This design comes from an exercise in tuning for small area, a short achievable clock period and few clock cycles on the open sky130 flow, not from production work. Function was checked by simulation only, so behaviour that the tests miss may differ from the original. Power is estimated from default activity; no workload was simulated.

Design pgs_hdec, start of the top module:
module pgs_hdec #(
    parameter NMAX = 32                  
) (
    input  wire        clk,
    input  wire        rst,              
    input  wire        start,
    input  wire [31:0] dec_off,
    input  wire [15:0] dec_runs,
    input  wire [15:0] dec_len,
    input  wire [12:0] clen,
    output wire        busy,
    output reg         done,
    output reg  [3:0]  err,
    output reg  [12:0] dec_end,
    output wire        mem_req,
    output wire [11:0] mem_addr,
    input  wire        mem_ack,
    input  wire [7:0]  mem_rdata,
    output wire        dbuf_we,
    output wire [4:0]  dbuf_addr,
    output wire [23:0] dbuf_wdata
);
    localparam NINT = NMAX - 1;          
    localparam [3:0] E_OK        = 4'd0,
                     E_BAD_OPND  = 4'd10,
                     E_TRUNC     = 4'd11,
                     E_BAD_TREE  = 4'd12,
                     E_BAD_START = 4'd13;
    localparam [2:0] S_IDLE  = 3'd0,
                     S_TREE  = 3'd1,
                     S_CODE  = 3'd2,
                     S_START = 3'd3,
                     S_WRITE = 3'd4;
    reg [2:0]  state;
    reg [11:0] base;          
    reg [12:0] addr;          
    reg        ga;            
    reg        oka0, oka1;    
  ...
Settings: LEC_CHECK=0, CAP_MARGIN=20, CORE_MARGIN=2, CORE_UTILIZATION=40, CTS_BUF_LIST=sky130_fd_sc_hd__clkbuf_16, CTS_CLUSTER_DIAMETER=80, CTS_CLUSTER_SIZE=24, SETUP_SLACK_MARGIN=3, SLEW_MARGIN=20; clock period 7.0 ns.
run.sh (not shown) runs the stock make flow with config.mk's settings and CLKGATE_MAP_FILE= SYNTH_SCRIPT=/design/flow/synth_recipe.tcl, a recipe that flattens the netlist after the stock synthesis.
Testbench counts at the start, summed over its fixed seeds: cycles 65,667.
Then changed:
CORE_UTILIZATION = 55   (was 40)
=>
- sequential power is about the same
- combinational power is higher by about 3%
- hold slack gets worse by 0.0087 ns
- design area goes up by 0.54%
- setup slack is worse by 0.082 ns
- power goes up by 0.34%
- non-clock buffer count increases by 15
- fmax fell by 2.0%
- routed wire length came out lower by 3.2%
- register-to-register slack gets worse by 0.08 ns

---

## run 1
pgs_hdec, a different RTL version from the one above (not shown whole).
Size in the first run: ~2800 cells after synthesis, about 430 flip-flops, ~150 I/O pins.
export LEC_CHECK = 0
export CAP_MARGIN = 20
export CORE_MARGIN = 2
export CORE_UTILIZATION = 40
export CTS_BUF_LIST = sky130_fd_sc_hd__clkbuf_16
export CTS_CLUSTER_DIAMETER = 80
export CTS_CLUSTER_SIZE = 24
export SETUP_SLACK_MARGIN = 3.2
export SLEW_MARGIN = 20
create_clock -name core_clock -period 7.0 [get_ports {clk}]
The final layout from run 1, which completed every stage, passed the timing, design-rule and antenna checks at the end of the flow.
Testbench counts of run 1, summed over its fixed seeds: cycles 65,667.
Setup changes, run 1 to run 2
Settings: changing CORE_UTILIZATION from 40 to 55; changing SETUP_SLACK_MARGIN from 3.2 to 3.
--- outcome ---
Run 2 completed every stage of the flow, and the final layout passed the timing, design-rule and antenna checks.
In run 2 the met3 wire length turned out 2.2% higher than in run 1.
For the worst hold slack after final layout, run 2 came in 0.0066 ns higher than run 1 did.
Summary: with run 1 as the reference, post-route cell area in run 2 moved down by a few percent.
Diff run 1 -> run 2: switching power summed over all nets lost about 4%, overall power after layout lost about 3%, overall routed net length lost about 2.5%.
Against run 1, non-clock buffer count in run 2 fell by a little under 10%.
On portion of total power attributed to the clock network: between run 2 and run 1, it ends up lower for run 2.
Changes in run 3 relative to run 2:
Settings: a change of CORE_UTILIZATION from 55 to 40.
### Flow results
- The fraction of the cycle the final worst path needs reported for run 3 is smaller than that of run 2 by 0.52 points.
- Clock period minus worst slack: run 3 < run 2
- Per the comparison of run 3 with run 2, multi-input gate share of the layout cell area decreased by 0.47 points relative to the old numbers, number of placed cells counting well taps +280.

---

## the baseline
pgs_hdec, a different RTL version from the one above (not shown whole).
For scale: about 2700 cells after synthesis, roughly 430 flip-flops, ~150 I/O pins, roughly 28000 sq um of cells after synthesis.
==> flow/design.v (excerpt) <==
module pgs_hdec #(
    parameter NMAX = 32                  
) (
    input  wire        clk,
    input  wire        rst,              
    input  wire        start,
    input  wire [31:0] dec_off,
    input  wire [15:0] dec_runs,
    input  wire [15:0] dec_len,
    input  wire [12:0] clen,
    output wire        busy,
    output reg         done,
    output reg  [3:0]  err,
    output reg  [12:0] dec_end,
    output wire        mem_req,
    output wire [11:0] mem_addr,
    input  wire        mem_ack,
    input  wire [7:0]  mem_rdata,
    output wire        dbuf_we,
    output wire [4:0]  dbuf_addr,
    output wire [23:0] dbuf_wdata
);
    localparam NINT = NMAX - 1;          
    localparam [3:0] E_OK        = 4'd0,
                     E_BAD_OPND  = 4'd10,
                     E_TRUNC     = 4'd11,
                     E_BAD_TREE  = 4'd12,
                     E_BAD_START = 4'd13;
    localparam [2:0] S_IDLE  = 3'd0,
                     S_TREE  = 3'd1,
                     S_CODE  = 3'd2,
  ...
Settings: LEC_CHECK=0, CAP_MARGIN=20, CORE_MARGIN=2, CORE_UTILIZATION=55, CTS_BUF_LIST=sky130_fd_sc_hd__clkbuf_16, CTS_CLUSTER_DIAMETER=80, CTS_CLUSTER_SIZE=24, SETUP_SLACK_MARGIN=3, SLEW_MARGIN=20; clock period 7.0 ns.
Testbench counts of the baseline, summed over its fixed seeds: cycles 68,069.
Here is what was changed in the inputs of the candidate compared with the baseline.
- a change of CORE_UTILIZATION from 55 to 40
Findings:
NOTE: design internal power in the candidate exceeds that of the baseline
Number of fill cells in the candidate is 56% above the baseline.
A critical path endpoint of raddr[11]$_DFFE_PN_ is what the candidate shows, while addr[10]$_DFFE_PN_ belongs to the baseline.
Across both runs, detailed-route wire length on metal 1 was higher for the candidate than for the baseline.

==> afterwards: timing with drivers on the ports <==
The results above use ideal ports. As a check the final layouts listed here were re-extracted and re-timed, cells and wires unchanged. Step 1 sets driving cells, clkbuf_16 on the clock port and buf_2 on the other inputs (assumed; they add their load-dependent delay and slew). Step 2 also shifts input and output timing later by t, the mid clock arrival at the registers, as if the neighbouring blocks saw the same clock. Three values: ideal, step 1, step 2; two values: the first two.
run	t (ns)	setup slack, ns	worst setup path after step 2	worst slew at a driven data input, ns	cell pins on the clock port's net
the first run of note 1	0.673	2.970 / 2.961 / 2.378	input to register	0.06	1
the second run of note 1	0.661	2.889 / 2.889 / 2.351	input to register	0.05	1
run 1	0.683	2.837 / 2.866 / 2.183	input to register	0.05	1
run 2	0.682	2.874 / 2.914 / 2.231	input to register	0.05	1
run 3	0.672	2.911 / 2.911 / 2.286	input to register	0.05	1
the baseline	0.678	2.863 / 2.863 / 2.279	input to register	0.06	1
the candidate	0.633	2.799 / 2.799 / 2.240	input to register	0.05	1
After both steps every run listed still meets setup and hold. For run 1, which loses most, drivers alone change the setup slack by +0.029 ns; drivers and shift together by -0.654 ns.
